This design comes from an exercise in tuning for small area on the open sky130 flow, not from production work.
Function was checked by simulation only, so behaviour that the tests miss may differ from the original.
Power is estimated from default activity; no workload was simulated.

## config.mk

```make
export PLATFORM = sky130hd
export DESIGN_NAME = reefmon_core
export DESIGN_NICKNAME = reefmon_core
export VERILOG_FILES = /design/flow/design.v
export SDC_FILE = /design/flow/constraint.sdc
export NUM_CORES = 4
export LEC_CHECK = 0
export CAP_MARGIN = 20
export CORE_MARGIN = 2
export CORE_UTILIZATION = 60
export SLEW_MARGIN = 20
```

## constraint.sdc

```tcl
create_clock -name core_clock -period 10.0 [get_ports {clk}]
set_input_delay 2.0000 -clock core_clock [delete_from_list [all_inputs] [get_ports {clk}]]
set_output_delay 2.0000 -clock core_clock [all_outputs]
set_load 0.01 [all_outputs]
```

## design.v

```verilog
module reefmon_bus (
    input  wire        clk,
    input  wire        rst,
    input  wire        ev_valid,
    input  wire [2:0]  ev_type,
    input  wire [7:0]  ev_data,
    output reg         rd_valid,
    output wire [7:0]  rd_data,
    input  wire        clr_err,
    input  wire        en_we,
    input  wire        en_val,
    input  wire        pub_valid,
    input  wire [15:0] pub_raw,
    input  wire [15:0] pub_hum_t,
    input  wire [15:0] pub_hum_h,
    input  wire [15:0] pub_depth,
    output reg         error,
    output wire [63:0] channels
);
    function [7:0] pec_step(input [7:0] s, input [7:0] b);
        integer i;
        reg [7:0] c;
        begin
            c = s ^ b;
            for (i = 0; i < 8; i = i + 1)
                c = c[7] ? ((c << 1) ^ 8'h07) : (c << 1);
            pec_step = c;
        end
    endfunction
    reg        st_wr, st_rd;      
    reg [5:0]  cnt;
    reg [7:0]  crc;               
    reg        op_ok;             
    reg [1:0]  op;                
    reg [63:0] sh;                
    reg        enable;
    reg [15:0] snap_raw, snap_hum_t, snap_hum_h, snap_depth;
    reg [63:0] chan;
    assign channels = chan;
    wire ev_wr = ev_valid && (ev_type == 3'd0);
    wire ev_rx = ev_valid && (ev_type == 3'd1);
    wire ev_wc = ev_valid && (ev_type == 3'd2);
    wire ev_rd = ev_valid && (ev_type == 3'd3);
    wire ev_sp = ev_valid && (ev_type == 3'd4);
    localparam [5:0] C_0 = 6'b000000, C_1 = 6'b000001, C_2 = 6'b000011,
                     C_9 = 6'b110111, C_10 = 6'b101111, C_35 = 6'b000110;
    wire [5:0] cnt_inc = {cnt[4:0], ~(cnt[5] ^ cnt[4])};
    wire is_air   = (op == 2'd2);
    wire rd_more  = is_air ? !cnt[4] : !cnt[2];                  
    wire rd_last  = is_air ? (cnt[3] && !cnt[4]) : (cnt[1] && !cnt[2]);  
    wire rd_pec   = is_air ? cnt[4] : cnt[2];                    
    wire wr_start  = ev_wr && enable && !st_wr && !st_rd;
    wire rx_full   = (cnt == C_35);
    wire rx_store  = ev_rx && st_wr && !rx_full;
    wire rx_ovf    = ev_rx && st_wr && rx_full;
    wire crc_zero  = (crc == 8'h00);
    wire set_ok    = op_ok && (op == 2'd0) && (cnt == C_10) && crc_zero;
    wire get_ok    = op_ok && (op != 2'd0) &&
                     ((cnt == C_1) || ((cnt == C_2) && crc_zero));
    wire wc_set    = ev_wc && st_wr && set_ok;
    wire wc_get    = ev_wc && st_wr && get_ok;
    wire wc_fail   = ev_wc && st_wr && !set_ok && !get_ok;
    wire rd_ok     = ev_rd && st_rd && rd_more;
    wire rd_fail   = ev_rd && !rd_ok;
    wire fail      = rx_ovf || wc_fail || rd_fail;
    assign rd_data = !st_rd ? 8'hFF : rd_pec ? crc : sh[7:0];
    wire [15:0] resp_hi = (op == 2'd1) ? snap_raw :
                          (op == 2'd2) ? snap_hum_t : snap_depth;
    wire [15:0] resp_lo = snap_hum_h;
    wire [7:0] crc_in = st_wr ? ev_data : sh[15:8];
    always @(posedge clk) begin
        if (rst) begin
            st_wr     <= 1'b0;
            st_rd     <= 1'b0;
            enable    <= 1'b1;
            error     <= 1'b0;
            rd_valid  <= 1'b0;
            cnt       <= 6'd0;
            chan      <= 64'd0;
        end else begin
            rd_valid <= ev_rd;
            if (wr_start) begin
                st_wr <= 1'b1;
                cnt   <= 6'd0;
                crc   <= 8'hFF;
            end
            if (rx_store) begin
                cnt <= cnt_inc;
                crc <= pec_step(crc, crc_in);
                if (cnt == C_0) begin
                    op_ok <= (ev_data[7:2] == 6'b101000);
                    op    <= ev_data[1:0];
                end
                if (cnt != C_9)
                    sh <= {ev_data, sh[63:8]};
            end
            if (wc_set) begin
                chan  <= sh;
                st_wr <= 1'b0;
            end
            if (wc_get) begin
                sh[39:8] <= {resp_lo[7:0], resp_lo[15:8], resp_hi[7:0], resp_hi[15:8]};
                cnt       <= 6'd0;
                crc       <= 8'hFF;
                st_wr     <= 1'b0;
                st_rd     <= 1'b1;
            end
            if (rd_ok) begin
                sh  <= {ev_data, sh[63:8]};
                cnt <= cnt_inc;
                if (!rd_last)
                    crc <= pec_step(crc, crc_in);
            end
            if (fail || ev_sp) begin
                st_wr <= 1'b0;
                st_rd <= 1'b0;
            end
            if (fail)
                error <= 1'b1;
            else if (clr_err)
                error <= 1'b0;
            if (en_we)
                enable <= en_val;
        end
    end
    always @(posedge clk) begin
        if (rst) begin
            snap_raw   <= 16'h0000;
            snap_hum_t <= 16'h0000;
            snap_hum_h <= 16'h0000;
            snap_depth <= 16'h0000;
        end else if (pub_valid) begin
            snap_raw   <= pub_raw;
            snap_hum_t <= pub_hum_t;
            snap_hum_h <= pub_hum_h;
            snap_depth <= pub_depth;
        end
    end
endmodule
module reefmon_ow (
    input  wire        clk,
    input  wire        rst,
    input  wire        tick_us,
    input  wire        ow_start,
    input  wire        ow_in,
    output wire        ow_drive_low,
    output reg         ow_busy,
    output reg         ow_done,
    output reg         ow_ok,
    output wire [15:0] ow_raw,
    output wire [7:0]  ow_int,
    output wire [15:0] ow_frac
);
    localparam [2:0] PH_RST1 = 3'd0, PH_WR1 = 3'd1, PH_POLL = 3'd2,
                     PH_RST2 = 3'd3, PH_WR2 = 3'd4, PH_RDSP = 3'd5,
                     PH_RST3 = 3'd6;
    reg [2:0]  ph;
    reg [5:0]  lo;                 
    reg [6:0]  n;
    reg        sample;
    reg [7:0]  crc;
    reg [15:0] raw;
    localparam [5:0] L_0 = 6'b000000, L_14 = 6'b110011, L_59 = 6'b010100;
    wire [5:0] lo_inc = {lo[4:0], ~(lo[5] ^ lo[4])};
    wire lo_lt5 = (lo[5:4] == 2'b00) && ((lo[3:0] == 4'b0000) || (lo[3:0] == 4'b0001) ||
                  (lo[3:0] == 4'b0011) || (lo[3:0] == 4'b0111) || (lo[3:0] == 4'b1111));
    wire is_rst = (ph == PH_RST1) || (ph == PH_RST2) || (ph == PH_RST3);
    wire is_wr  = (ph == PH_WR1) || (ph == PH_WR2);
    wire is_rd  = (ph == PH_POLL) || (ph == PH_RDSP);
    wire second = ph[2];           
    wire wr_bit = !n[3] ? n[1] :
                  !second ? (n[1] && !n[0]) :
                  !((n[2:0] == 3'd0) || (n[2:0] == 3'd6));
    assign ow_drive_low = ow_busy && (is_rst ? !n[3] :
                                      is_wr  ? (wr_bit ? lo_lt5 : (lo != L_59)) :
                                               (lo == L_0));
    wire unit_end = tick_us && (lo == L_59);
    wire n15      = (n[3:0] == 4'd15);
    wire ph_last  = is_rd ? (second ? (n[6] && (n[2:0] == 3'd7)) : sample) : n15;
    wire ph_end   = unit_end && ph_last;
    wire smp      = tick_us && (is_rst ? (n[3:0] == 4'd8 && lo == L_59)
                                       : (is_rd && lo == L_14));
    wire crc_fb = crc[0] ^ sample;
    assign ow_raw  = raw;
    assign ow_int  = raw[11:4];
    wire [15:0] dec = 16'd1 << raw[3:0];
    assign ow_frac[0] = |(dec & 16'hAAAA);
    assign ow_frac[1] = |(dec & 16'hCCCC);
    assign ow_frac[2] = |(dec & 16'hF0F0);
    assign ow_frac[3] = |(dec & 16'hFF00);
    assign ow_frac[4] = |(dec & 16'hAAAA);
    assign ow_frac[5] = |(dec & 16'h6666);
    assign ow_frac[6] = |(dec & 16'h1E1E);
    assign ow_frac[7] = |(dec & 16'hAB54);
    assign ow_frac[8] = |(dec & 16'h3398);
    assign ow_frac[9] = |(dec & 16'h694A);
    assign ow_frac[10] = |(dec & 16'hB26C);
    assign ow_frac[11] = |(dec & 16'h3C70);
    assign ow_frac[12] = |(dec & 16'h3F80);
    assign ow_frac[13] = |(dec & 16'hC000);
    assign ow_frac[14] = 1'b0;
    assign ow_frac[15] = 1'b0;
    always @(posedge clk) begin
        if (rst) begin
            ph      <= PH_RST1;
            lo      <= 6'd0;
            n       <= 7'd0;
            sample  <= 1'b1;
            ow_busy <= 1'b0;
            ow_done <= 1'b0;
            ow_ok   <= 1'b0;
        end else if (ow_start && !ow_busy) begin
            ph      <= PH_RST1;
            lo      <= 6'd0;
            n       <= 7'd0;
            ow_busy <= 1'b1;
            ow_done <= 1'b0;
            ow_ok   <= 1'b0;
        end else if (ow_busy && tick_us) begin
            if (smp)
                sample <= ow_in;
            lo <= unit_end ? L_0 : lo_inc;
            if (unit_end) begin
                n <= ph_last ? 7'd0 : n + 7'd1;
                if (is_wr)
                    crc <= 8'h00;
                if (ph == PH_RDSP) begin
                    crc <= {crc_fb, crc[7:5], crc[4:3] ^ {2{crc_fb}}, crc[2:1]};
                    if (n[6:4] == 3'd0)
                        raw <= {sample, raw[15:1]};
                end
            end
            if (ph_end) begin
                ph <= ph + 3'd1;
                if ((ph == PH_RST1 && sample) || ph == PH_RST3) begin
                    ow_busy <= 1'b0;
                    ow_done <= 1'b1;
                    ow_ok   <= (ph == PH_RST3) && (crc == 8'h00);
                end
            end
        end
    end
endmodule
module reefmon_core (
    input  wire        clk,
    input  wire        rst,
    input  wire        ev_valid,
    input  wire [2:0]  ev_type,
    input  wire [7:0]  ev_data,
    output wire        rd_valid,
    output wire [7:0]  rd_data,
    input  wire        clr_err,
    input  wire        en_we,
    input  wire        en_val,
    input  wire        pub_valid,
    input  wire [15:0] pub_raw,
    input  wire [15:0] pub_hum_t,
    input  wire [15:0] pub_hum_h,
    input  wire [15:0] pub_depth,
    output wire        error,
    output wire [63:0] channels,
    input  wire        tick_us,
    input  wire        ow_start,
    input  wire        ow_in,
    output wire        ow_drive_low,
    output wire        ow_busy,
    output wire        ow_done,
    output wire        ow_ok,
    output wire [15:0] ow_raw,
    output wire [7:0]  ow_int,
    output wire [15:0] ow_frac
);
    reefmon_bus u_bus (
        .clk       (clk),
        .rst       (rst),
        .ev_valid  (ev_valid),
        .ev_type   (ev_type),
        .ev_data   (ev_data),
        .rd_valid  (rd_valid),
        .rd_data   (rd_data),
        .clr_err   (clr_err),
        .en_we     (en_we),
        .en_val    (en_val),
        .pub_valid (pub_valid),
        .pub_raw   (pub_raw),
        .pub_hum_t (pub_hum_t),
        .pub_hum_h (pub_hum_h),
        .pub_depth (pub_depth),
        .error     (error),
        .channels  (channels)
    );
    reefmon_ow u_ow (
        .clk          (clk),
        .rst          (rst),
        .tick_us      (tick_us),
        .ow_start     (ow_start),
        .ow_in        (ow_in),
        .ow_drive_low (ow_drive_low),
        .ow_busy      (ow_busy),
        .ow_done      (ow_done),
        .ow_ok        (ow_ok),
        .ow_raw       (ow_raw),
        .ow_int       (ow_int),
        .ow_frac      (ow_frac)
    );
endmodule
```

## flow/run.sh

```bash
#!/bin/bash
# Layout flow: the standard flow (standard.sh), with three changes that
# only affect how the same registers are laid out:
#  1. after the standard synthesis, the logic between the registers is
#     re-mapped for area (ABC's area mapper, six rounds, area.abc), and the
#     load/hold/reset logic in front of plain flip-flops is rebuilt as a22o
#     cells (a22o_rewrite.py); the registers, their names and cell types are
#     kept as the standard synthesis made them;
#  2. the port buffers use the smallest buffer cell;
#  3. the clock tree uses sink clusters of clkbuf_8 and no dummy loads.
# Each tool writes its full output to a log file in this folder.
set -euo pipefail
export BUFFER_PORTS_ARGS="-buffer_cell sky130_fd_sc_hd__buf_1"
export CTS_ARGS="-sink_clustering_enable -repair_clock_nets -dont_use_dummy_load -buf_list sky130_fd_sc_hd__clkbuf_8 -sink_clustering_size 20 -sink_clustering_max_diameter 60"

bash standard.sh synth > synth.log 2>&1

R=$PWD/orfs/results/sky130hd/reefmon_core/base
LIB=$FLOW_HOME/platforms/sky130hd/lib/sky130_fd_sc_hd__tt_025C_1v80.lib
DONT_USE=$(awk '/^export DONT_USE_CELLS/ {f=1} f {print; if ($0 !~ /\\$/) exit}' $FLOW_HOME/platforms/sky130hd/config.mk \
           | tr -s ' \t\\' '\n' | grep '^sky130' | sed 's/^/-dont_use /' | tr '\n' ' ')
cp $R/1_2_yosys.v standard_synth.v
cat > reopt.ys <<EOS
read_liberty -ignore_miss_func $LIB
read_verilog standard_synth.v
hierarchy -top $FLOW_TOP
# registers (and the tie cell) stay as they are; the logic cells become gates
blackbox sky130_fd_sc_hd__dfxtp_1 sky130_fd_sc_hd__edfxtp_1 sky130_fd_sc_hd__conb_1
flatten
rename -hide w:* i:* %d o:* %d
opt_clean -purge
abc -liberty $LIB $DONT_USE -script $PWD/flow/area.abc
opt_clean -purge
write_verilog -noattr -noexpr -nohex -nodec reopt1.v
EOS
yosys -s reopt.ys > reopt.log 2>&1

# load/hold/reset logic in front of plain flip-flops as a22o cells
python3 flow/a22o_rewrite.py $LIB reopt1.v reopt2.v > a22o_rewrite.log 2>&1

cat > finish_netlist.ys <<EOS
read_liberty -lib $LIB
read_verilog reopt2.v
hierarchy -top $FLOW_TOP
opt_clean -purge
hilomap -singleton -hicell sky130_fd_sc_hd__conb_1 HI -locell sky130_fd_sc_hd__conb_1 LO
splitnets
opt_clean -purge
insbuf -buf sky130_fd_sc_hd__buf_4 A X
tee -o reopt_stat.txt stat -liberty $LIB
write_verilog -noattr -noexpr -nohex -nodec reopt.v
EOS
yosys -s finish_netlist.ys > finish_netlist.log 2>&1

# a register the standard synthesis made must not be lost or renamed
grep -oE 'sky130_fd_sc_hd__e?dfxtp_1 +[^ ]+' standard_synth.v | sort > regs_std.txt
grep -oE 'sky130_fd_sc_hd__e?dfxtp_1 +[^ ]+' reopt.v | sort > regs_reopt.txt
cmp regs_std.txt regs_reopt.txt

# the re-mapped netlist must do what the standard synthesis's does (registers
# paired by name); if the proof fails, lay out the standard netlist instead
cat > equiv.ys <<EOS
read_liberty -ignore_miss_func $LIB
read_verilog standard_synth.v
rename $FLOW_TOP gold
read_verilog reopt.v
rename $FLOW_TOP gate
flatten gold gate
opt_clean
equiv_make gold gate eq
hierarchy -top eq
equiv_simple -seq 2
equiv_induct
equiv_status -assert
EOS
if yosys -s equiv.ys > equiv.log 2>&1; then
  cp reopt.v $R/1_2_yosys.v
else
  echo "re-mapped netlist not proven equivalent: using the standard one" >> equiv.log
  cp standard_synth.v $R/1_2_yosys.v
fi
rm -f $R/1_synth.odb $R/1_synth.sdc
bash standard.sh > standard.log 2>&1
```

## flow/a22o_rewrite.py

```python
#!/usr/bin/env python3
"""Rewrite the load/hold/reset logic in front of flip-flops as a22o cells.

usage: a22o_rewrite.py LIBERTY IN.v OUT.v

For each D flip-flop (sky130_fd_sc_hd__dfxtp_1) whose D input computes
    D = R & (S ? X : Q)
(Q its own output; R and S nets of either polarity, X a net), found by
evaluating the logic cone in front of D, the flip-flop's D is driven instead
by a22o(LD, X, HD, Q) with LD = R & S and HD = R & !S, made once for each
(R, S) pair. The old logic is left in place for yosys to remove if nothing
else uses it. Only the logic in front of D changes; the registers do not.
"""
import itertools
import re
import sys

PFX = 'sky130_fd_sc_hd__'


def parse_lib(path):
    """cell -> (inputs, {output: function})"""
    txt = open(path).read()
    cells = {}
    for m in re.finditer(r'\n    cell \("(' + PFX + r'\w+)"\) \{', txt):
        name = m.group(1)
        start = m.end()
        nxt = txt.find('\n    cell ("', start)
        body = txt[start:nxt if nxt > 0 else len(txt)]
        ins, outs = [], {}
        for pm in re.finditer(r'\n        pin \("(\w+)"\) \{(.*?)\n        \}', body, re.S):
            pin, pb = pm.group(1), pm.group(2)
            d = re.search(r'direction : "(\w+)"', pb)
            if not d:
                continue
            if d.group(1) == 'input':
                ins.append(pin)
            elif d.group(1) == 'output':
                f = re.search(r'\n            function : "([^"]*)"', pb)
                if f:
                    outs[pin] = f.group(1)
        cells[name] = (ins, outs)
    return cells


def func_to_py(f):
    f = f.replace('!', ' not ').replace('&', ' and ').replace('|', ' or ')
    f = f.replace('^', ' != ')
    return compile(f, '<f>', 'eval')


def parse_netlist(txt):
    insts = []
    for m in re.finditer(r'\n  (' + PFX + r'\w+) (\\\S+ |\S+) \((.*?)\n  \);', txt, re.S):
        typ, name, body = m.group(1), m.group(2), m.group(3)
        pins = {p: n.strip() for p, n in re.findall(r'\.(\w+)\(([^()]*)\)', body)}
        insts.append((typ, name, pins, m.start(), m.end()))
    return insts


def main():
    lib, inp, outp = sys.argv[1:4]
    cells = parse_lib(lib)
    code = {}
    for c, (ins, outs) in cells.items():
        for o, f in outs.items():
            code[(c, o)] = func_to_py(f)
    txt = open(inp).read()
    insts = parse_netlist(txt)
    drv = {}
    for typ, name, pins, _, _ in insts:
        if typ not in cells:
            continue
        for p, n in pins.items():
            if p in cells[typ][1]:
                drv[n] = (typ, name, pins, p)

    def cuts(net, depth):
        """list of (leaves, evaluator) for the cuts of net, at most 5 leaves"""
        res = [(frozenset([net]), (lambda env, n=net: env[n]))]
        if depth == 0 or net not in drv or 'dfxtp' in drv[net][0] or 'conb' in drv[net][0]:
            return res
        typ, name, pins, op = drv[net]
        ins = cells[typ][0]
        cd = code[(typ, op)]
        sub = [cuts(pins[i], depth - 1) for i in ins]
        for combo in itertools.product(*sub):
            leaves = frozenset().union(*[c[0] for c in combo])
            if len(leaves) > 5:
                continue
            fs = [c[1] for c in combo]

            def ev(env, ins=ins, fs=fs, cd=cd):
                return bool(eval(cd, {}, {i: f(env) for i, f in zip(ins, fs)}))
            res.append((leaves, ev))
        return res

    found = {}
    for typ, name, pins, _, _ in insts:
        if typ != PFX + 'dfxtp_1':
            continue
        d, q = pins['D'], pins['Q']
        best = None
        seen = set()
        for leaves, ev in cuts(d, 4):
            if q not in leaves or len(leaves) != 4 or leaves in seen:
                continue
            seen.add(leaves)
            leaves = sorted(leaves)
            tt = {}
            for vals in itertools.product((False, True), repeat=len(leaves)):
                tt[vals] = ev(dict(zip(leaves, vals)))
            others = [l for l in leaves if l != q]
            for r, s, x in itertools.permutations(others, 3):
                for rp, sp in itertools.product((False, True), repeat=2):
                    ok = True
                    for vals, out in tt.items():
                        env = dict(zip(leaves, vals))
                        rv = env[r] != rp
                        sv = env[s] != sp
                        want = rv and (env[x] if sv else env[q])
                        if want != out:
                            ok = False
                            break
                    if ok:
                        best = (r, rp, s, sp, x)
                        break
                if best:
                    break
            if best:
                break
        if best:
            found[name] = (pins, best)

    # build the shared LD/HD nets and the a22o cells
    groups = {}
    new = []
    k = 0
    for name, (pins, (r, rp, s, sp, x)) in sorted(found.items()):
        key = (r, rp, s, sp)
        if key not in groups:
            g = len(groups)
            ld, hd = '_a22o_ld%d_' % g, '_a22o_hd%d_' % g
            # LD = R' & S', HD = R' & !S'  (R' = r xor rp, S' = s xor sp)
            def and_cell(inst, p_inv, p, q_inv, qn, out):
                if not p_inv and not q_inv:
                    return '  %sand2_1 %s (\n    .A(%s),\n    .B(%s),\n    .X(%s)\n  );\n' % (PFX, inst, p, qn, out)
                if p_inv and q_inv:
                    return '  %snor2_1 %s (\n    .A(%s),\n    .B(%s),\n    .Y(%s)\n  );\n' % (PFX, inst, p, qn, out)
                if p_inv:
                    return '  %sand2b_1 %s (\n    .A_N(%s),\n    .B(%s),\n    .X(%s)\n  );\n' % (PFX, inst, p, qn, out)
                return '  %sand2b_1 %s (\n    .A_N(%s),\n    .B(%s),\n    .X(%s)\n  );\n' % (PFX, inst, qn, p, out)
            new.append(and_cell('_a22o_ldc%d_' % g, rp, r, sp, s, ld))
            new.append(and_cell('_a22o_hdc%d_' % g, rp, r, not sp, s, hd))
            groups[key] = (ld, hd)
        ld, hd = groups[key]
        dn = '_a22o_d%d_' % k
        new.append('  %sa22o_1 _a22o_c%d_ (\n    .A1(%s),\n    .A2(%s),\n    .B1(%s),\n    .B2(%s),\n    .X(%s)\n  );\n'
                   % (PFX, k, ld, x, hd, pins['Q'], dn))
        found[name] = (pins, dn)
        k += 1

    out = []
    pos = 0
    for typ, name, pins, st, en in insts:
        if name in found:
            seg = txt[st:en]
            oldd = pins['D']
            seg = seg.replace('.D(%s)' % oldd, '.D(%s)' % found[name][1])
            out.append(txt[pos:st])
            out.append(seg)
            pos = en
    out.append(txt[pos:])
    res = ''.join(out)
    decl = ''.join('  wire %s;\n' % w for w in
                   [g for pair in groups.values() for g in pair] + ['_a22o_d%d_' % i for i in range(k)])
    i = res.index('\nendmodule')
    res = res[:i] + '\n' + ''.join(new) + res[i:]
    j = res.index(';\n', res.index('module ')) + 2
    res = res[:j] + decl + res[j:]
    open(outp, 'w').write(res)
    print('a22o_rewrite: %d flip-flops in %d groups' % (k, len(groups)), file=sys.stderr)


main()
```

## flow/area.abc

```
&get -n
&st
&dch -f
&put
amap
&get -n
&st
&dch -f
&put
amap
&get -n
&st
&dch -f
&put
amap
&get -n
&st
&dch -f
&put
amap
&get -n
&st
&dch -f
&put
amap
&get -n
&st
&dch -f
&put
amap
topo
```

## standard.sh

```bash
#!/bin/bash
# synth_recipe.tcl (not shown) runs the flow's synth.tcl, then flattens the netlist and writes it again
# the make line also repeats each setting of config.mk as NAME=value (left out here)
make -C /OpenROAD-flow-scripts/flow DESIGN_CONFIG=/design/flow/config.mk WORK_HOME=/design/flow/orfs CLKGATE_MAP_FILE= SYNTH_SCRIPT=/design/flow/synth_recipe.tcl "${@:-finish}"
```

==> impl_metrics.tcl, run 1 <==
set metrics [dict create \
    design.die.area_mm2 0.0168 \
    layout-drive-gt1-share_pct 3.28 \
    cts.path.max_buffers 3 \
    hold_viol_final 0 \
    end_kind "output pin" \
    wire_per_inst_um 19.1 \
    grt_overflow 0 \
    first_global_vias 6743 \
    core_mm2 0.0153 \
    cts-root-buf "clkbuf_8" \
    hold_buffers 0 \
    power_mw 1.65 \
    die_width_um 130 \
    post_cts_resized 0 \
    grt_max_degree 65 \
    cp-start-kind "flop" \
    final_max_slew_viol_count 0 \
    post-route-min-period_ns 5.63 \
    min_path_type "reg -> reg" \
    setup_tns_ns 0 \
    fin_nets 1092 \
    worst_path_largest_cell_delay_ns 0.88 \
    clkTransAtPathRegs_ns 0.11 \
    post-route-period-util_pct 56.3 \
    avgViaCountPerCell 6.05 \
    num_vias 7359 \
    yosys_warnings 2 \
    cts_tree "yes" \
    post-route-drc-count 0 \
    rsz0062_at_grt "false" \
    crit_required_ns 8.00 \
    crit_chain "nor2b_2, clkinv_1, o22ai_1, clkinv_1, o22ai_1, nand2_1, buf_1" \
    numCtsBuffers 17 \
    maxCapViolations 0 \
    power_density_mw_per_mm2 153 \
    cts.sinks 258 \
    initial_core_util_pct 61.9 \
    p_leak_nw 3.71 \
    clock_skew_ns 0.0416 \
    htree_levels 1 \
    regArea_mm2 0.00616 \
    grt_antenna_before_repair 0 \
    outcome "no timing/DRC/antenna violations" \
    clk-insertion-delay-late_ns 0.52 \
    syn_area_per_cell_um2 11.9 \
    slew_headroom_pct 28.8 \
    dp_hpwl_mm 15.7 \
    place_ws_ns 4.71 \
    drtPass1Iterations 5 \
    gp_congestion 0.896 \
    grt_use_total_pct 26.2 \
    areaGrowthSynthToFinish_pct 13.5 \
    io_buffers 200 \
    netlist_instances 795 \
    setup_viol 0 \
    placementRows 45 \
    syn_area_mm2 0.00949 \
    timing.fmax_mhz 178 \
    cp_slowest_cell "nor2b_2" \
    cts_setup_buffers 0 \
    drt-total-wl_mm 23.2 \
    max-vdd-ir-drop_mv 0.109 \
    cp_max_fo 20 \
    finalWorstSetupSlack_ns 4.37 \
    io-pin-count 203 \
    grt_pass1_wl_mm 35.1 \
    worstPathArrival_ns 3.63 \
    die_h_um 130 \
    worst_pin_slew_ns 1.06 \
    multi_input_area_mm2 0.00311 \
    worstSetupPathType "reg -> out" \
    fillers 1169 \
    drt_iter0_markers 643 \
    postRouteAntennaNets 0 \
]
==> where the power goes <==
part | leakage, nW | switching (mW) | internal, mW
Sequential | 2.17 | 0.0128 | 1.10
Clock | 0.122 | 0.301 | 0.155
Combinational | 1.42 | 0.0442 | 0.0314
==> flip-flops by register name, indices dropped and copies added, names as in the netlist, 2 cells and up <==
signal,cells
u_ow.ph,3
u_bus.crc,8
u_bus.snap_hum_h,16
u_ow.crc,8
u_bus.op,2
u_bus.snap_hum_t,16
u_bus.cnt,6
u_ow.raw,16
u_bus.chan,64
u_ow.lo,6
u_bus.snap_depth,16
u_ow.n,7
u_bus.snap_raw,16
u_bus.sh,64
==> routing by layer <==
layer	up-vias	routed length (um)	GRT usage [%]
met5	-	0	0
met2	338	10600	40.8
li1	3493	-	-
met1	3494	10400	39.1
met3	34	1590	3.40
met4	0	619	7.27
==> worst paths after layout <==
check	cells after the start	to	from	slack, ns
max reg2reg	8	u_bus.sh[38]	u_bus.op[1]	5.47
max	7	rd_data[2]	u_bus.op[1]	4.37
min reg2reg	0	u_bus.sh[45]	u_bus.sh[53]	0.45
min	0	u_bus.sh[45]	u_bus.sh[53]	0.45
==> worst max-delay path, delay by kind of cell (launching register included) <==
family | cells | cell delay, ns
buffers and inverters | 3 | 0.81
and+or+nand+nor | 2 | 0.96
AOI/OAI and AO/OA | 2 | 0.93
DFF | 1 | 0.42
==> cells in the final DEF, fill, tap and decap left out, types with 3 or more instances in the layout <==
cell / count
buf_1: 200
dfxtp_1: 159
a22o_1: 147
edfxtp_1: 99
nor2_1: 76
clkinv_1: 48
a21oi_1: 41
nand2_1: 40
o22ai_1: 28
o21ai_0: 26
nor3_1: 19
clkbuf_8: 17
a222oi_1: 16
and3_1: 9
nor4_1: 8
nand3_1: 8
a211oi_1: 7
a22oi_1: 5
buf_4: 5
a221oi_1: 4
nand4_1: 3
o211ai_1: 3
==> area by class of cell <==
type	instances	share of cell area, %
tap	211	2.45
sequential	258	57.2
multi-input combinational	476	28.9
inverter	48	1.67
antenna	1	0.0232
timing repair buffer	206	7.58
clock buffer	17	2.17
==> per-stage QoR <==
| step | instance area (um^2) | std cells | util, % | hold WS (ns) |
|---|---|---|---|---|
| 4_1_cts | 10700 | 1215 | 70.0 | 0.438 |
| 3_3_place_gp | 10500 | 1198 | 68.5 | 0.426 |
| 3_5_place_dp | 10500 | 1198 | 68.5 | 0.433 |
| 2_1_floorplan | 9490 | 796 | - | 0.428 |
| 6_report | 10800 | 1217 | 70.3 | 0.446 |
| 5_1_grt | 10800 | 1216 | 70.3 | 0.458 |
==> run 2: changes to the inputs <==
--- a/flow/run.sh
+++ b/flow/run.sh
@@ -13,3 +13,3 @@
 export BUFFER_PORTS_ARGS="-buffer_cell sky130_fd_sc_hd__buf_1"
-export CTS_ARGS="-sink_clustering_enable -repair_clock_nets -dont_use_dummy_load -buf_list sky130_fd_sc_hd__clkbuf_8 -sink_clustering_size 20 -sink_clustering_max_diameter 60"
+export CTS_ARGS="-sink_clustering_enable -repair_clock_nets -dont_use_dummy_load -buf_list {sky130_fd_sc_hd__clkbuf_4 sky130_fd_sc_hd__clkbuf_8} -sink_clustering_size 10 -sink_clustering_max_diameter 50"
 
==> impl_metrics.tcl, run 2 <==
set metrics [dict create \
    syn_area_per_cell_um2 11.9 \
    min_path_type "reg -> reg" \
    post-route-period-util_pct 56.3 \
    p_comb_share_pct 4.3 \
    finalWorstSetupSlack_ns 4.37 \
    worst_path_largest_cell_delay_ns 0.88 \
    end_kind "output pin" \
    grt_pass1_wl_mm 35.6 \
    final_max_slew_viol_count 0 \
    setup_tns_ns 0 \
    rsz0062_at_grt "false" \
    post-route-drc-count 0 \
    crit_required_ns 8.00 \
    layout.cells.most_common_list "200 x buf_1, 159 x dfxtp_1, 147 x a22o_1" \
    clkTransAtPathRegs_ns 0.07 \
    grt_max_degree 65 \
    avgViaCountPerCell 6.08 \
    holdPathEnd "u_bus.sh[45]" \
    drt_iter0_markers 604 \
    clk-insertion-delay-late_ns 0.55 \
    cts_setup_buffers 0 \
    cts.sinks 258 \
    fillers 1152 \
    wire_per_inst_um 19.3 \
    crit_start "u_bus.op[1]" \
    max-vdd-ir-drop_mv 0.114 \
    die_width_um 130 \
    grt_antenna_before_repair 0 \
    yosys_warnings 2 \
    rr_endpoint "u_bus.sh[35]" \
    first_global_vias 6928 \
    num_vias 7467 \
    cp_max_fo 20 \
    place_ws_ns 4.71 \
    hp-start "u_bus.sh[53]" \
    clockPowerShare_pct 33.0 \
    initial_core_util_pct 61.9 \
    maxCapViolations 0 \
    net-switching-power_mw 0.387 \
    netSwitchingFraction_pct 21.8 \
    design.die.area_mm2 0.0168 \
    grt_use_total_pct 26.6 \
    timing.reg2reg.setup_slack_ns 5.47 \
    reg.largest.list "u_bus.chan (64), u_bus.sh (64)" \
    fin_nets 1104 \
    outcome "no timing/DRC/antenna violations" \
    io-pin-count 203 \
    cp_slowest_cell "nor2b_2" \
    netlist_instances 795 \
    clock_skew_ns 0.0409 \
    cts.path.max_buffers 3 \
    worstPathArrival_ns 3.63 \
    dp_hpwl_mm 15.7 \
    gp_congestion 0.896 \
    holdPathStages 0 \
    layout_commonest_cell "buf_1" \
    grt_overflow 0 \
    hold_buffers 0 \
    timing.fmax_mhz 178 \
    r2r-start "u_bus.op[1]" \
    htree_levels 1 \
    io_buffers 200 \
    die_h_um 130 \
    cell_internal_pwr_mw 1.39 \
    core_mm2 0.0153 \
    r2r_cells 8 \
    numCtsBuffers 29 \
    hold_viol_final 0 \
    worst_pin_slew_ns 1.07 \
    areaGrowthSynthToFinish_pct 15.2 \
    placementRows 45 \
    syn_area_mm2 0.00949 \
    p_leak_nw 3.80 \
    cts-root-buf "clkbuf_8" \
    setup_viol 0 \
    utilization_pct 71.4 \
    power_frac_seq_pct 62.8 \
    cp-start-kind "flop" \
    power_density_mw_per_mm2 163 \
    drtPass1Iterations 7 \
    cts_tree "yes" \
    drt-total-wl_mm 23.7 \
    postRouteAntennaNets 0 \
    slew_headroom_pct 28.0 \
    post_cts_resized 0 \
    layout-drive-gt1-share_pct 4.42 \
    crit_chain "nor2b_2, clkinv_1, o22ai_1, clkinv_1, o22ai_1, nand2_1, buf_1" \
    worstSetupPathType "reg -> out" \
    post-route-min-period_ns 5.63 \
]
run 2: worst max path at each step:
stage | to | cells after the start
floorplan | u_bus.sh[10] | 6
global placement | u_bus.sh[16] | 7
detailed placement | u_bus.sh[9] | 7
CTS | rd_data[2] | 7
global route | rd_data[7] | 7
finish | rd_data[2] | 7
run 2: critical path: cells and delay by family (launching register included):
| family | cells | cell delay, ns |
|---|---|---|
| AOI/OAI and AO/OA | 2 | 0.92 |
| buffers and inverters | 3 | 0.80 |
| DFF | 1 | 0.41 |
| and+or+nand+nor | 2 | 0.96 |
run 2: layout make-up:
type	instances	area, um^2	area share [%]
repair buffers	206	816	7.46
flip-flops and latches	258	6160	56.3
multi-input cells	476	3110	28.5
clock buffers	29	399	3.65
inverters	48	180	1.65
well taps	211	264	2.42
diodes	1	2.50	0.0229
run 2: layer usage:
| metal | share of wire, % | GRT usage, % | up-vias |
|---|---|---|---|
| met5 | 0 | 0 | - |
| met1 | 45 | 38.6 | 3554 |
| met2 | 46 | 41.8 | 341 |
| met4 | 3.0 | 8.79 | 0 |
| met3 | 6.8 | 3.53 | 48 |
| li1 | - | - | 3524 |
run 2: per-stage QoR:
stage               hold slack [ns]  power, mW  area, um^2  instances
floorplan                     0.428       1.18        9490        796
detailed placement            0.433       1.21       10500       1198
global route                  0.462       1.83       10900       1228
finish                        0.427       1.78       10900       1229
global placement              0.426       1.21       10500       1198
CTS                           0.437       1.79       10900       1227
run 2: power by group through the flow:
stage / combinational, mW / clock [mW] / sequential [mW]
3_5_place_dp: 0.0741 / 0 / 1.14
5_1_grt: 0.0827 / 0.630 / 1.12
6_report: 0.0760 / 0.586 / 1.12
4_1_cts: 0.0750 / 0.595 / 1.12
3_3_place_gp: 0.0710 / 0 / 1.14
2_1_floorplan: 0.0455 / 0 / 1.13
==> run 3: changes to the inputs <==
--- a/flow/run.sh
+++ b/flow/run.sh
@@ -13,3 +13,3 @@
 export BUFFER_PORTS_ARGS="-buffer_cell sky130_fd_sc_hd__buf_1"
-export CTS_ARGS="-sink_clustering_enable -repair_clock_nets -dont_use_dummy_load -buf_list {sky130_fd_sc_hd__clkbuf_4 sky130_fd_sc_hd__clkbuf_8} -sink_clustering_size 10 -sink_clustering_max_diameter 50"
+export CTS_ARGS="-sink_clustering_enable -repair_clock_nets -dont_use_dummy_load -buf_list sky130_fd_sc_hd__clkbuf_8 -sink_clustering_size 16 -sink_clustering_max_diameter 80"
 
==> impl_metrics.tcl, run 3 <==
set metrics [dict create \
    numCtsBuffers 20 \
    met2_length_mm 10.6 \
    power_density_mw_per_mm2 156 \
    syn_area_per_cell_um2 11.9 \
    outcome "no timing/DRC/antenna violations" \
    yosys_warnings 2 \
    hold_viol_final 0 \
    crit_required_ns 8.00 \
    grt_pass1_wl_mm 35.4 \
    grt_use_total_pct 26.5 \
    hold_buffers 0 \
    crit_start "u_bus.op[1]" \
    cp-start-kind "flop" \
    layout-drive-gt1-share_pct 3.57 \
    netlist_instances 795 \
    cts.sinks 258 \
    routedLengthMet1_mm 10.4 \
    worstPathArrival_ns 3.64 \
    post-route-min-period_ns 5.64 \
    end_kind "output pin" \
    num_vias 7373 \
    grt_max_degree 65 \
    max-vdd-ir-drop_mv 0.117 \
    final_max_slew_viol_count 0 \
    dp_hpwl_mm 15.7 \
    areaGrowthSynthToFinish_pct 13.9 \
    grt_overflow 0 \
    cp_max_fo 20 \
    post-route-period-util_pct 56.4 \
    worst_pin_slew_ns 1.07 \
    maxCapViolations 0 \
    io_buffers 200 \
    r2r-start "u_bus.op[1]" \
    clock_skew_ns 0.0678 \
    core_mm2 0.0153 \
    design.die.area_mm2 0.0168 \
    power_mw 1.68 \
    fin_nets 1095 \
    worstSetupPathType "reg -> out" \
    grt_antenna_before_repair 1 \
    postRouteAntennaNets 0 \
    initial_core_util_pct 61.9 \
    clkTransAtPathRegs_ns 0.09 \
    slew_headroom_pct 28.2 \
    gp_congestion 0.896 \
    reg.largest.list "u_bus.chan (64), u_bus.sh (64)" \
    htree_levels 1 \
    die_h_um 130 \
    wl_met3_mm 1.74 \
    first_global_vias 6789 \
    fillers 1164 \
    rsz0062_at_grt "false" \
    drtPass1Iterations 5 \
    die_width_um 130 \
    post-route-drc-count 0 \
    wire_per_inst_um 19.2 \
    min_path_type "reg -> reg" \
    drt-total-wl_mm 23.4 \
    cts_tree "yes" \
    timing.fmax_mhz 177 \
    io-pin-count 203 \
    post_cts_resized 0 \
    cts-root-buf "clkbuf_8" \
    setup_viol 0 \
    layout_commonest_cell "buf_1" \
    hp-start "u_bus.sh[58]" \
    syn_area_mm2 0.00949 \
    setup_tns_ns 0 \
    highest_layer "met4" \
    cts_setup_buffers 0 \
    avgViaCountPerCell 6.04 \
    p_leak_nw 3.73 \
    layout.cells.most_common_list "200 x buf_1, 159 x dfxtp_1, 147 x a22o_1" \
    placementRows 45 \
    cts.path.max_buffers 3 \
    clk-insertion-delay-late_ns 0.53 \
    drt_iter0_markers 605 \
]
-- run 3: per-stage QoR --
stage / util [%] / hold WS [ns] / worst slack [ns] / instance area (um^2) / instances
3_5_place_dp: 68.5 / 0.433 / 4.71 / 10500 / 1198
3_3_place_gp: 68.5 / 0.426 / 4.90 / 10500 / 1198
5_1_grt: 70.5 / 0.457 / 4.02 / 10800 / 1219
2_1_floorplan: - / 0.428 / 3.92 / 9490 / 796
6_report: 70.6 / 0.455 / 4.36 / 10800 / 1220
4_1_cts: 70.3 / 0.450 / 4.43 / 10800 / 1218
-- run 3: path summary, 6_finish.rpt --
path | end | slack (ns) | cells past startpoint
min | u_bus.sh[50] | 0.46 | 0
max | rd_data[2] | 4.36 | 7
min reg2reg | u_bus.sh[50] | 0.46 | 0
max reg2reg | u_bus.sh[37] | 5.46 | 8
-- run 3: per-layer routing --
| layer | vias up | GRT usage (%) |
|---|---|---|
| li1 | 3498 | - |
| met1 | 3503 | 39.3 |
| met2 | 334 | 41.0 |
| met3 | 38 | 4.10 |
| met4 | 0 | 7.46 |
| met5 | - | 0 |
-- run 3: power breakdown --
part	total, mW	internal [mW]	switching, mW	leakage, nW
Sequential	1.11	1.10	0.0127	2.17
Combinational	0.0754	0.0314	0.0440	1.42
Clock	0.491	0.180	0.311	0.144
Total	1.68	1.31	0.368	3.73
-- run 3: layout make-up --
cell class	count	area, um^2	area share (%)
antenna	1	2.50	0.0232
clock buffer	20	275	2.55
inverter	48	180	1.67
multi-input combinational	476	3110	28.8
sequential	258	6160	57.0
tap	211	264	2.44
timing repair buffer	206	816	7.55
-- run 3: critical path, stage by stage (launching register included) --
cell and delay [ns]:
edfxtp_1 0.42, nor2b_2 0.88, clkinv_1 0.25, o22ai_1 0.66, clkinv_1 0.41, o22ai_1 0.27
nand2_1 0.08, buf_1 0.14
==> run 4: changes to the inputs <==
--- a/flow/run.sh
+++ b/flow/run.sh
@@ -13,3 +13,3 @@
 export BUFFER_PORTS_ARGS="-buffer_cell sky130_fd_sc_hd__buf_1"
-export CTS_ARGS="-sink_clustering_enable -repair_clock_nets -dont_use_dummy_load -buf_list sky130_fd_sc_hd__clkbuf_8 -sink_clustering_size 16 -sink_clustering_max_diameter 80"
+export CTS_ARGS="-sink_clustering_enable -repair_clock_nets -dont_use_dummy_load -buf_list sky130_fd_sc_hd__clkbuf_4 -sink_clustering_size 10 -sink_clustering_max_diameter 50"
 
==> impl_metrics.tcl, run 4 <==
set metrics [dict create \
    initial_core_util_pct 61.9 \
    slew_headroom_pct 27.0 \
    min_path_type "reg -> reg" \
    syn_area_per_cell_um2 11.9 \
    rr_endpoint "u_bus.sh[35]" \
    syn_area_mm2 0.00949 \
    finalWorstSetupSlack_ns 4.22 \
    postRouteAntennaNets 0 \
    core_mm2 0.0153 \
    crit_chain "nor2b_2, clkinv_1, o22ai_1, clkinv_1, o22ai_1, nand2_1, buf_1" \
    grt_overflow 0 \
    cts_tree "yes" \
    hold_buffers 0 \
    cts_setup_buffers 0 \
    post_cts_resized 0 \
    drt_iter0_markers 657 \
    num_vias 7467 \
    cp_slowest_cell "nor2b_2" \
    p_leak_nw 3.72 \
    cp_top_family "simple AND/OR/NAND/NOR gates" \
    areaGrowthSynthToFinish_pct 13.3 \
    hp-start "u_bus.sh[53]" \
    final_area_mm2 0.0108 \
    io_buffers 200 \
    die_h_um 130 \
    drt-total-wl_mm 23.3 \
    first_global_vias 6883 \
    cp_max_fo 20 \
    setup_tns_ns 0 \
    wire_per_inst_um 19.0 \
    post-route-min-period_ns 5.78 \
    outcome "no timing/DRC/antenna violations" \
    cp-start-kind "flop" \
    design.die.area_mm2 0.0168 \
    rsz0062_at_grt "false" \
    clk-insertion-delay-late_ns 0.67 \
    cts.path.max_buffers 3 \
    post-route-period-util_pct 57.8 \
    clock_skew_ns 0.0610 \
    final_max_slew_viol_count 0 \
    grt_max_degree 65 \
    timing.fmax_mhz 173 \
    htree_levels 1 \
    placementRows 45 \
    fin_nets 1104 \
    post-route-drc-count 0 \
    cts.sinks 258 \
    drtPass1Iterations 5 \
    grt_use_total_pct 26.4 \
    timing.reg2reg.setup_slack_ns 5.45 \
    power_density_mw_per_mm2 152 \
    setup_viol 0 \
    worstPathArrival_ns 3.78 \
    worst_path_largest_cell_delay_ns 0.89 \
    layout_commonest_cell "buf_1" \
    crit_required_ns 8.00 \
    place_ws_ns 4.71 \
    r2r_cells 8 \
    clkTransAtPathRegs_ns 0.11 \
    grt_pass1_wl_mm 35.4 \
    holdPathEnd "u_bus.sh[45]" \
    avgViaCountPerCell 6.07 \
    netlist_instances 795 \
    worst_pin_slew_ns 1.09 \
    end_kind "output pin" \
    cts-root-buf "clkbuf_4" \
    gp_congestion 0.896 \
    worstSetupPathType "reg -> out" \
    numCtsBuffers 29 \
    die_width_um 130 \
    post-place-cells 1198 \
    r2r-start "u_bus.op[1]" \
    io-pin-count 203 \
    layout-drive-gt1-share_pct 4.42 \
    grt_antenna_before_repair 1 \
    fin_cells 1230 \
    yosys_warnings 2 \
    crit_start "u_bus.op[1]" \
    max-vdd-ir-drop_mv 0.102 \
    hold_viol_final 0 \
    cp_num_buf_inv 3 \
    layout.cells.most_common_list "200 x buf_1, 159 x dfxtp_1, 147 x a22o_1" \
    dp_hpwl_mm 15.7 \
    reg.largest.list "u_bus.chan (64), u_bus.sh (64)" \
    placed_area_mm2 0.0105 \
    maxCapViolations 0 \
    path_depth 7 \
    holdPathStages 0 \
]
-- run 4: power breakdown --
part | switching (mW) | internal (mW)
logic | 0.0441 | 0.0314
registers | 0.0126 | 1.10
clock network | 0.308 | 0.133
total | 0.365 | 1.27
-- run 4: layout make-up --
| cell class | instances | area [um^2] |
|---|---|---|
| well taps | 211 | 264 |
| fillers | 1185 | 4560 |
| diodes | 2 | 5.00 |
| clock buffers | 29 | 218 |
| inverters | 48 | 180 |
| repair buffers | 206 | 816 |
| multi-input cells | 476 | 3110 |
| flip-flops and latches | 258 | 6160 |
-- run 4: worst max-delay path by stage --
| stage | end | slack, ns |
|---|---|---|
| 4_1_cts | rd_data[2] | 4.27 |
| 5_1_grt | rd_data[7] | 3.87 |
| 3_3_place_gp | u_bus.sh[16] | 4.90 |
| 2_1_floorplan | u_bus.sh[10] | 3.92 |
| 6_report | rd_data[2] | 4.22 |
| 3_5_place_dp | u_bus.sh[9] | 4.71 |
-- run 4: metrics by stage --
stage          power, mW  hold WS (ns)  utilization, %
2_1_floorplan       1.18         0.428               -
3_3_place_gp        1.21         0.426            68.5
3_5_place_dp        1.21         0.433            68.5
4_1_cts             1.64         0.448            69.9
5_1_grt             1.69         0.460            70.2
6_report            1.63         0.428            70.2
-- run 4: layer usage --
layer | wire, um | GRT usage, %
met2 | 10800 | 41.4
met1 | 10400 | 38.7
met3 | 1560 | 3.40
met4 | 586 | 8.60
met5 | 0 | 0
==> run 5: changes to the inputs <==
--- a/flow/run.sh
+++ b/flow/run.sh
@@ -9,3 +9,3 @@
 #  2. the port buffers use the smallest buffer cell;
-#  3. the clock tree uses sink clusters of clkbuf_8 and no dummy loads.
+#  3. the clock tree uses small sink clusters of clkbuf_4 and no dummy loads.
 # Each tool writes its full output to a log file in this folder.
==> impl_metrics.tcl, run 5 <==
set metrics [dict create \
    post-route-period-util_pct 57.8 \
    worstPathArrival_ns 3.78 \
    fin_nets 1104 \
    grt_pass1_wl_mm 35.4 \
    wire_per_inst_um 19.0 \
    core_mm2 0.0153 \
    clock_skew_ns 0.0610 \
    design.die.area_mm2 0.0168 \
    layout_commonest_cell "buf_1" \
    numCtsBuffers 29 \
    power_mw 1.63 \
    cts_tree "yes" \
    hp-start "u_bus.sh[53]" \
    cts.sinks 258 \
    drt-total-wl_mm 23.3 \
    dp_hpwl_mm 15.7 \
    outcome "no timing/DRC/antenna violations" \
    grt_use_total_pct 26.4 \
    post-route-drc-count 0 \
    drtPass1Iterations 5 \
    io_buffers 200 \
    worst_path_largest_cell_delay_ns 0.89 \
    worst_pin_slew_ns 1.09 \
    syn_area_per_cell_um2 11.9 \
    rsz0062_at_grt "false" \
    avgViaCountPerCell 6.07 \
    grt_max_degree 65 \
    timing.fmax_mhz 173 \
    die_width_um 130 \
    p_leak_nw 3.72 \
    syn_area_mm2 0.00949 \
    drt_iter0_markers 657 \
    grt_antenna_before_repair 1 \
    crit_required_ns 8.00 \
    finalWorstSetupSlack_ns 4.22 \
    place_ws_ns 4.71 \
    layout.cells.most_common_list "200 x buf_1, 159 x dfxtp_1, 147 x a22o_1" \
    io-pin-count 203 \
    slew_headroom_pct 27.0 \
    setup_tns_ns 0 \
    clkTransAtPathRegs_ns 0.11 \
    clk-insertion-delay-late_ns 0.67 \
    placementRows 45 \
    initial_core_util_pct 61.9 \
    postRouteAntennaNets 0 \
    layout-drive-gt1-share_pct 4.42 \
    reg.largest.list "u_bus.chan (64), u_bus.sh (64)" \
    hold_buffers 0 \
    maxCapViolations 0 \
    first_global_vias 6883 \
    cts-root-buf "clkbuf_4" \
    end_kind "output pin" \
    post-route-min-period_ns 5.78 \
    yosys_warnings 2 \
    cts.path.max_buffers 3 \
    cp-start-kind "flop" \
    final_max_slew_viol_count 0 \
    netlist_instances 795 \
    post_cts_resized 0 \
    crit_chain "nor2b_2, clkinv_1, o22ai_1, clkinv_1, o22ai_1, nand2_1, buf_1" \
    cts_setup_buffers 0 \
    worstSetupPathType "reg -> out" \
    areaGrowthSynthToFinish_pct 13.3 \
    power_density_mw_per_mm2 152 \
    min_path_type "reg -> reg" \
    max-vdd-ir-drop_mv 0.102 \
    r2r-start "u_bus.op[1]" \
    setup_viol 0 \
    die_h_um 130 \
    fin_cells 1230 \
    num_vias 7467 \
    crit_start "u_bus.op[1]" \
    post-place-cells 1198 \
    htree_levels 1 \
    hold_viol_final 0 \
    gp_congestion 0.896 \
    cp_slowest_cell "nor2b_2" \
    grt_overflow 0 \
    cp_max_fo 20 \
]
## run 5: final cells by class
type / count / area (um^2)
diodes: 2 / 5.00
clock buffers: 29 / 218
fillers: 1185 / 4560
inverters: 48 / 180
multi-input cells: 476 / 3110
flip-flops and latches: 258 / 6160
well taps: 211 / 264
repair buffers: 206 / 816
## run 5: metal layers
metal | share of wire, % | up-vias | wire (um) | track usage, %
met4 | 2.5 | 0 | 586 | 8.60
met3 | 6.7 | 36 | 1560 | 3.40
met1 | 45 | 3546 | 10400 | 38.7
li1 | - | 3536 | - | -
met2 | 46 | 349 | 10800 | 41.4
met5 | 0 | - | 0 | 0
## run 5: where the power goes
part / total (mW) / switching, mW / internal, mW
Combinational: 0.0755 / 0.0441 / 0.0314
Sequential: 1.11 / 0.0126 / 1.10
Clock: 0.441 / 0.308 / 0.133
## run 5: stage by stage
step	util, %	hold slack (ns)	area [um^2]
after CTS	69.9	0.448	10700
after floorplan	-	0.428	9490
final	70.2	0.428	10800
after global routing	70.2	0.460	10700
after global placement	68.5	0.426	10500
after detailed placement	68.5	0.433	10500
## run 5: final timing paths
path,end,slack (ns),depth (start not counted)
worst min-delay path,u_bus.sh[45],0.43,0
worst max register to register,u_bus.sh[35],5.45,8
worst max-delay path,rd_data[2],4.22,7
worst min register to register,u_bus.sh[45],0.43,0
## run 5: worst max-delay path, delay by kind of cell, from the launching register on
family | cells | cell delay (ns)
compound gates | 2 | 0.94
buf+inv | 3 | 0.81
simple gates | 2 | 0.98
flops | 1 | 0.42
==> run 6: changes to the inputs <==
--- a/config.mk
+++ b/config.mk
@@ -9,3 +9,3 @@
 export CORE_MARGIN = 2
-export CORE_UTILIZATION = 60
+export CORE_UTILIZATION = 75
 export SLEW_MARGIN = 20
==> impl_metrics.tcl, run 6 <==
set metrics [dict create \
    outcome "no timing/DRC/antenna violations" \
    holdPathStages 0 \
    final_max_slew_viol_count 0 \
    hold_viol_final 0 \
    grt_pass1_wl_mm 35.3 \
    clk-insertion-delay-late_ns 0.65 \
    timing.fmax_mhz 193 \
    clock_skew_ns 0.0313 \
    netlist_instances 795 \
    hp-start "u_bus.sh[62]" \
    postRouteAntennaNets 0 \
    post-route-period-util_pct 51.9 \
    fin_nets 1107 \
    die_width_um 116 \
    drt_iter0_markers 714 \
    hold_buffers 0 \
    placed_area_mm2 0.0105 \
    post-route-drc-count 0 \
    holdPathEnd "u_bus.sh[54]" \
    layout.cells.most_common_list "200 x buf_1, 159 x dfxtp_1, 147 x a22o_1" \
    initial_core_util_pct 76.1 \
    max-vdd-ir-drop_mv 0.106 \
    setup_tns_ns 0 \
    r2r_cells 10 \
    reg.largest.list "u_bus.chan (64), u_bus.sh (64)" \
    syn_area_mm2 0.00949 \
    r2r-start "u_bus.op[0]" \
    first_global_vias 7011 \
    setup_viol 0 \
    cts.path.max_buffers 3 \
    rsz0062_at_grt "false" \
    diodes 0 \
    cp_max_fo 20 \
    numCtsBuffers 29 \
    areaGrowthSynthToFinish_pct 12.8 \
    cts_setup_buffers 0 \
    crit_required_ns 8.00 \
    slew_headroom_pct 29.6 \
    cts.sinks 258 \
    final_area_mm2 0.0107 \
    layout_commonest_cell "buf_1" \
    core_mm2 0.0125 \
    maxCapViolations 0 \
    clkTransAtPathRegs_ns 0.10 \
    num_vias 7705 \
    grt_use_total_pct 33.3 \
    yosys_warnings 2 \
    wire_per_inst_um 19.7 \
    post_cts_resized 0 \
    gp_congestion 0.936 \
    grt_antenna_before_repair 0 \
    worstPathArrival_ns 3.19 \
    grt_max_degree 65 \
    rr_endpoint "u_bus.sh[17]" \
    io-pin-count 203 \
    worst_pin_slew_ns 1.05 \
    syn_area_per_cell_um2 11.9 \
    placementRows 41 \
    dp_hpwl_mm 15.9 \
    layout-drive-gt1-share_pct 4.61 \
    worstSetupPathType "reg -> out" \
    post-route-min-period_ns 5.19 \
    post-place-cells 1163 \
    power_density_mw_per_mm2 153 \
    fin_cells 1192 \
    grt_overflow 0 \
    cts-root-buf "clkbuf_4" \
    finalWorstSetupSlack_ns 4.81 \
    timing.reg2reg.setup_slack_ns 6.07 \
    min_path_type "reg -> reg" \
    p_leak_nw 3.73 \
    end_kind "output pin" \
    fillers 648 \
    place_ws_ns 5.17 \
    cp-start-kind "flop" \
    io_buffers 200 \
    design.die.area_mm2 0.0136 \
    drtPass1Iterations 5 \
    die_h_um 116 \
    htree_levels 1 \
    avgViaCountPerCell 6.46 \
    cts_tree "yes" \
    drt-total-wl_mm 23.5 \
]
-- run 6: worst max-delay path by stage --
stage | to | from
2_1_floorplan | u_bus.sh[10] | ev_type[2]
3_3_place_gp | u_bus.sh[18] | ev_type[2]
3_5_place_dp | u_bus.sh[18] | ev_type[2]
4_1_cts | rd_data[6] | u_bus.op[0]
5_1_grt | rd_data[6] | u_bus.op[0]
6_report | rd_data[4] | u_bus.op[0]
-- run 6: worst max-delay path: stages, from the launching register on --
cell      delay, ns
edfxtp_1       0.46
nor2b_2        0.13
buf_4          0.29
clkinv_1       0.14
o22ai_1        0.61
clkinv_1       0.42
o22ai_1        0.27
nand2_1        0.09
buf_1          0.14
-- run 6: metrics by stage --
| step | hold slack [ns] | util (%) | power, mW |
|---|---|---|---|
| after floorplan | 0.428 | - | 1.18 |
| after global routing | 0.473 | 85.8 | 1.68 |
| after detailed placement | 0.441 | 84.0 | 1.21 |
| after global placement | 0.429 | 84.0 | 1.21 |
| after CTS | 0.464 | 85.7 | 1.63 |
| final | 0.466 | 85.8 | 1.63 |
-- run 6: routing by layer --
layer  wire, um  global-route usage [%]  share of wire [%]
met4        494                    9.68                2.1
met2      11400                    54.3                 48
met5          0                       0                  0
met3       2390                    6.43                 10
met1       9210                    46.3                 39
-- run 6: where the power goes --
group / total [mW] / switching [mW] / internal [mW] / leakage [nW]
clock: 0.439 / 0.306 / 0.133 / 0.133
sequential: 1.12 / 0.0137 / 1.10 / 2.17
combinational: 0.0766 / 0.0449 / 0.0317 / 1.43
total: 1.63 / 0.364 / 1.27 / 3.73
-- run 6: area by class of cell --
class	count	area, um^2	area share [%]
flip-flops and latches	258	6160	57.5
multi-input cells	476	3110	29.1
repair buffers	209	818	7.65
clock buffers	29	218	2.04
well taps	172	215	2.01
inverters	48	180	1.68
==> run 7: changes to the inputs <==
--- a/flow/run.sh
+++ b/flow/run.sh
@@ -13,3 +13,3 @@
 export BUFFER_PORTS_ARGS="-buffer_cell sky130_fd_sc_hd__buf_1"
-export CTS_ARGS="-sink_clustering_enable -repair_clock_nets -dont_use_dummy_load -buf_list sky130_fd_sc_hd__clkbuf_4 -sink_clustering_size 10 -sink_clustering_max_diameter 50"
+export CTS_ARGS="-sink_clustering_enable -repair_clock_nets -dont_use_dummy_load -buf_list sky130_fd_sc_hd__clkbuf_4 -sink_clustering_size 8 -sink_clustering_max_diameter 40"
 
--- a/config.mk
+++ b/config.mk
@@ -9,3 +9,3 @@
 export CORE_MARGIN = 2
-export CORE_UTILIZATION = 75
+export CORE_UTILIZATION = 60
 export SLEW_MARGIN = 20
==> impl_metrics.tcl, run 7 <==
set metrics [dict create \
    htree_levels 2 \
    timing.fmax_mhz 175 \
    worstPathArrival_ns 3.71 \
    holdPathStages 0 \
    rsz0062_at_grt "false" \
    placementRows 45 \
    cts_setup_buffers 0 \
    setup_tns_ns 0 \
    areaGrowthSynthToFinish_pct 14.1 \
    setup_viol 0 \
    post_cts_resized 0 \
    drt-total-wl_mm 23.6 \
    fillers 1178 \
    p_comb_share_pct 4.4 \
    cts.path.max_buffers 3 \
    netlist_instances 795 \
    drt_iter0_markers 658 \
    dp_hpwl_mm 15.7 \
    grt_overflow 0 \
    worst_path_largest_cell_delay_ns 0.84 \
    clock_skew_ns 0.0626 \
    final_max_slew_viol_count 0 \
    slew_headroom_pct 28.6 \
    cp_slowest_cell "nor2b_2" \
    core_mm2 0.0153 \
    grt_antenna_before_repair 1 \
    crit_required_ns 8.00 \
    layout_commonest_cell "buf_1" \
    io_buffers 200 \
    die_h_um 130 \
    syn_area_mm2 0.00949 \
    place_ws_ns 4.71 \
    postRouteAntennaNets 0 \
    hold_viol_final 0 \
    fin_nets 1114 \
    gp_congestion 0.896 \
    layout.cells.most_common_list "200 x buf_1, 159 x dfxtp_1, 147 x a22o_1" \
    p_leak_nw 3.77 \
    min_path_type "reg -> reg" \
    multi_input_area_mm2 0.00311 \
    cts_tree "yes" \
    worstSetupPathType "reg -> out" \
    num_vias 7506 \
    io-pin-count 203 \
    regArea_mm2 0.00616 \
    hold_buffers 0 \
    drtPass1Iterations 7 \
    netSwitchingFraction_pct 22.7 \
    net-switching-power_mw 0.386 \
    initial_core_util_pct 61.9 \
    clkTransAtPathRegs_ns 0.09 \
    power_density_mw_per_mm2 157 \
    design.die.area_mm2 0.0168 \
    power_mw 1.70 \
    post-route-drc-count 0 \
    cts-root-buf "clkbuf_4" \
    clk-insertion-delay-late_ns 0.65 \
    yosys_warnings 2 \
    cp_max_fo 20 \
    finalWorstSetupSlack_ns 4.29 \
    cell_internal_pwr_mw 1.31 \
    cts.sinks 258 \
    first_global_vias 6998 \
    wire_per_inst_um 19.0 \
    grt_use_total_pct 27.1 \
    r2r_cells 8 \
    maxCapViolations 0 \
    end_kind "output pin" \
    numCtsBuffers 39 \
    grt_max_degree 65 \
    clockPowerShare_pct 30.0 \
    grt_pass1_wl_mm 35.7 \
    worst_pin_slew_ns 1.06 \
    layout-drive-gt1-share_pct 5.36 \
    syn_area_per_cell_um2 11.9 \
    power_frac_seq_pct 65.6 \
    outcome "no timing/DRC/antenna violations" \
    post-route-min-period_ns 5.71 \
    die_width_um 130 \
    post-route-period-util_pct 57.1 \
    timing.reg2reg.setup_slack_ns 5.47 \
    cp-start-kind "flop" \
    crit_chain "nor2b_2, clkinv_1, o22ai_1, clkinv_1, o22ai_1, nand2_1, buf_1" \
    reg.largest.list "u_bus.chan (64), u_bus.sh (64)" \
    avgViaCountPerCell 6.05 \
    max-vdd-ir-drop_mv 0.0892 \
]
[run 7: worst max-delay path, delay by kind of cell, from the launching register on]
kind,cells,cell delay [ns]
compound gates,2,0.92
buf+inv,3,0.81
flops,1,0.44
simple gates,2,0.92
[run 7: metrics by stage]
stage               std cells  hold WS (ns)  area [um^2]  util, %
global placement         1198         0.426        10500     68.5
floorplan                 796         0.428         9490        -
detailed placement       1198         0.433        10500     68.5
finish                   1240         0.443        10800     70.7
CTS                      1237         0.448        10800     70.4
global route             1239         0.457        10800     70.7
[run 7: final cells by class]
type	instances	area share, %
flip-flops and latches	258	56.9
multi-input cells	476	28.8
repair buffers	206	7.53
clock buffers	39	2.70
well taps	211	2.44
inverters	48	1.66
diodes	2	0.0462
[run 7: routing by layer]
metal / vias up / share of wire (%) / GRT usage (%)
met2: 355 / 45 / 41.5
met1: 3553 / 44 / 38.8
met5: - / 0 / 0
met3: 51 / 8.2 / 5.29
li1: 3547 / - / -
met4: 0 / 2.9 / 9.99
[run 7: path summary, 6_finish.rpt]
kind / from / endpoint
min: u_ow.raw[13] / u_ow.raw[12]
min reg2reg: u_ow.raw[13] / u_ow.raw[12]
max reg2reg: u_bus.op[0] / u_bus.sh[18]
max: u_bus.op[0] / rd_data[2]
[run 7: power by group through the flow]
stage          combinational, mW  sequential (mW)  clock (mW)
3_5_place_dp              0.0741             1.14           0
5_1_grt                   0.0824             1.12       0.566
6_report                  0.0755             1.11       0.510
4_1_cts                   0.0746             1.11       0.523
3_3_place_gp              0.0710             1.14           0
2_1_floorplan             0.0455             1.13           0
==> run 8: changes to the inputs <==
--- a/flow/run.sh
+++ b/flow/run.sh
@@ -13,3 +13,3 @@
 export BUFFER_PORTS_ARGS="-buffer_cell sky130_fd_sc_hd__buf_1"
-export CTS_ARGS="-sink_clustering_enable -repair_clock_nets -dont_use_dummy_load -buf_list sky130_fd_sc_hd__clkbuf_4 -sink_clustering_size 8 -sink_clustering_max_diameter 40"
+export CTS_ARGS="-sink_clustering_enable -repair_clock_nets -dont_use_dummy_load -buf_list sky130_fd_sc_hd__clkbuf_4 -sink_clustering_size 10 -sink_clustering_max_diameter 35"
 
==> impl_metrics.tcl, run 8 <==
set metrics [dict create \
    clk-insertion-delay-late_ns 0.65 \
    cp-start-kind "flop" \
    power_density_mw_per_mm2 156 \
    layout-drive-gt1-share_pct 5.08 \
    holdPathEnd "u_ow.raw[14]" \
    final_max_slew_viol_count 0 \
    worst_pin_slew_ns 1.06 \
    post-route-drc-count 0 \
    grt_max_degree 65 \
    areaGrowthSynthToFinish_pct 13.9 \
    r2r_cells 8 \
    finalWorstSetupSlack_ns 4.30 \
    p_leak_nw 3.76 \
    post_cts_resized 0 \
    wire_per_inst_um 19.1 \
    cts_setup_buffers 0 \
    yosys_warnings 2 \
    hold_viol_final 0 \
    numCtsBuffers 36 \
    cts.path.max_buffers 3 \
    max-vdd-ir-drop_mv 0.0911 \
    drt-total-wl_mm 23.6 \
    rsz0062_at_grt "false" \
    die_width_um 130 \
    worstPathArrival_ns 3.70 \
    rr_endpoint "u_bus.sh[36]" \
    setup_viol 0 \
    timing.reg2reg.setup_slack_ns 5.49 \
    setup_tns_ns 0 \
    crit_required_ns 8.00 \
    first_global_vias 6902 \
    postRouteAntennaNets 0 \
    hp-start "u_ow.raw[15]" \
    io_buffers 200 \
    io-pin-count 203 \
    grt_overflow 0 \
    outcome "no timing/DRC/antenna violations" \
    grt_use_total_pct 27.0 \
    grt_pass1_wl_mm 35.7 \
    design.die.area_mm2 0.0168 \
    min_path_type "reg -> reg" \
    worstSetupPathType "reg -> out" \
    cts.sinks 258 \
    clock_skew_ns 0.0699 \
    dp_hpwl_mm 15.7 \
    grt_antenna_before_repair 1 \
    drt_iter0_markers 662 \
    initial_core_util_pct 61.9 \
    avgViaCountPerCell 6.07 \
    fin_nets 1111 \
    die_h_um 130 \
    hold_buffers 0 \
    placementRows 45 \
    cp_max_fo 20 \
    cts_tree "yes" \
    utilization_pct 70.5 \
    cts-root-buf "clkbuf_4" \
    htree_levels 2 \
    clkTransAtPathRegs_ns 0.10 \
    reg.largest.list "u_bus.chan (64), u_bus.sh (64)" \
    place_ws_ns 4.71 \
    r2r-start "u_bus.op[0]" \
    slew_headroom_pct 28.8 \
    maxCapViolations 0 \
    layout_commonest_cell "buf_1" \
    layout.cells.most_common_list "200 x buf_1, 159 x dfxtp_1, 147 x a22o_1" \
    num_vias 7504 \
    post-route-min-period_ns 5.70 \
    post-route-period-util_pct 57.0 \
    drtPass1Iterations 7 \
    netlist_instances 795 \
    gp_congestion 0.896 \
    syn_area_per_cell_um2 11.9 \
    syn_area_mm2 0.00949 \
    timing.fmax_mhz 175 \
    core_mm2 0.0153 \
    end_kind "output pin" \
    holdPathStages 0 \
]
[run 8: cell types whose count changed in the layout (fill, tap and decap cells not counted)]
cell      change
diode_2       -1
clkbuf_4      -3
[run 8: per-stage QoR]
step	power [mW]	hold slack, ns	cell area, um^2	instances
5_1_grt	1.74	0.418	10800	1236
2_1_floorplan	1.18	0.428	9490	796
3_5_place_dp	1.21	0.433	10500	1198
3_3_place_gp	1.21	0.426	10500	1198
6_report	1.68	0.400	10800	1236
4_1_cts	1.69	0.398	10800	1234
[run 8: area by class of cell]
class                      instances  area [um^2]
fill                            1173         4510
timing repair buffer             206          816
tap                              211          264
multi-input combinational        476         3110
sequential                       258         6160
inverter                          48          180
clock buffer                      36          270
antenna                            1         2.50
[run 8: worst max-delay path by stage]
stage                           start      endpoint  slack, ns  depth (start not counted)
after detailed placement   ev_type[2]   u_bus.sh[9]       4.71                          7
after CTS                 u_bus.op[0]    rd_data[2]       4.33                          7
after floorplan            ev_type[2]  u_bus.sh[10]       3.92                          6
after global routing      u_bus.op[0]    rd_data[7]       3.93                          7
after global placement     ev_type[2]  u_bus.sh[16]       4.90                          7
final                     u_bus.op[0]    rd_data[2]       4.30                          7
[run 8: critical path, cell delays in order, from the launching register on]
cell and delay [ns]:
edfxtp_1 0.44, nor2b_2 0.84, clkinv_1 0.24, o22ai_1 0.66
clkinv_1 0.41, o22ai_1 0.27, nand2_1 0.08, buf_1 0.14
[run 8: report_power, final]
group | internal, mW | leakage (nW) | switching [mW]
registers | 1.10 | 2.17 | 0.0127
clock network | 0.167 | 0.166 | 0.324
logic | 0.0314 | 1.42 | 0.0442
total | 1.30 | 3.76 | 0.381
[run 8: metal layers]
| metal | track usage (%) | part of all wire, % | vias to the layer above |
|---|---|---|---|
| met5 | 0 | 0 | - |
| li1 | - | - | 3550 |
| met2 | 41.3 | 45 | 356 |
| met3 | 5.37 | 7.5 | 49 |
| met4 | 9.23 | 2.5 | 0 |
| met1 | 39.0 | 45 | 3549 |

## re-timing with driven ports
How much do the figures lean on ideal ports? The routed layouts below were timed once more, with nothing changed but the port constraints.
Step 1 assumes that a clkbuf_16 drives the clock port and a buf_2 every other input.
Step 2, shift: input delay + t, output delay - t, t = (earliest + latest rising clock arrival at the registers) / 2. This alone moves slack from input paths to output paths.
Slacks: ideal / step 1 / step 2; pairs: ideal / step 1.
run | shift t [ns] | slack for setup (ns) | worst data-port slew with drivers (ns)
run 1 | 0.537 | 4.369 / 4.331 / 4.868 | 0.07
run 2 | 0.573 | 4.370 / 4.332 / 4.904 | 0.08
run 3 | 0.532 | 4.364 / 4.326 / 4.858 | 0.08
run 4 | 0.678 | 4.225 / 4.186 / 4.865 | 0.07
run 5 | 0.678 | 4.225 / 4.186 / 4.865 | 0.07
run 6 | 0.675 | 4.814 / 4.774 / 5.103 | 0.06
run 7 | 0.655 | 4.291 / 4.252 / 4.907 | 0.08
run 8 | 0.647 | 4.301 / 4.263 / 4.910 | 0.07
After both steps setup and hold are still met in every run listed.
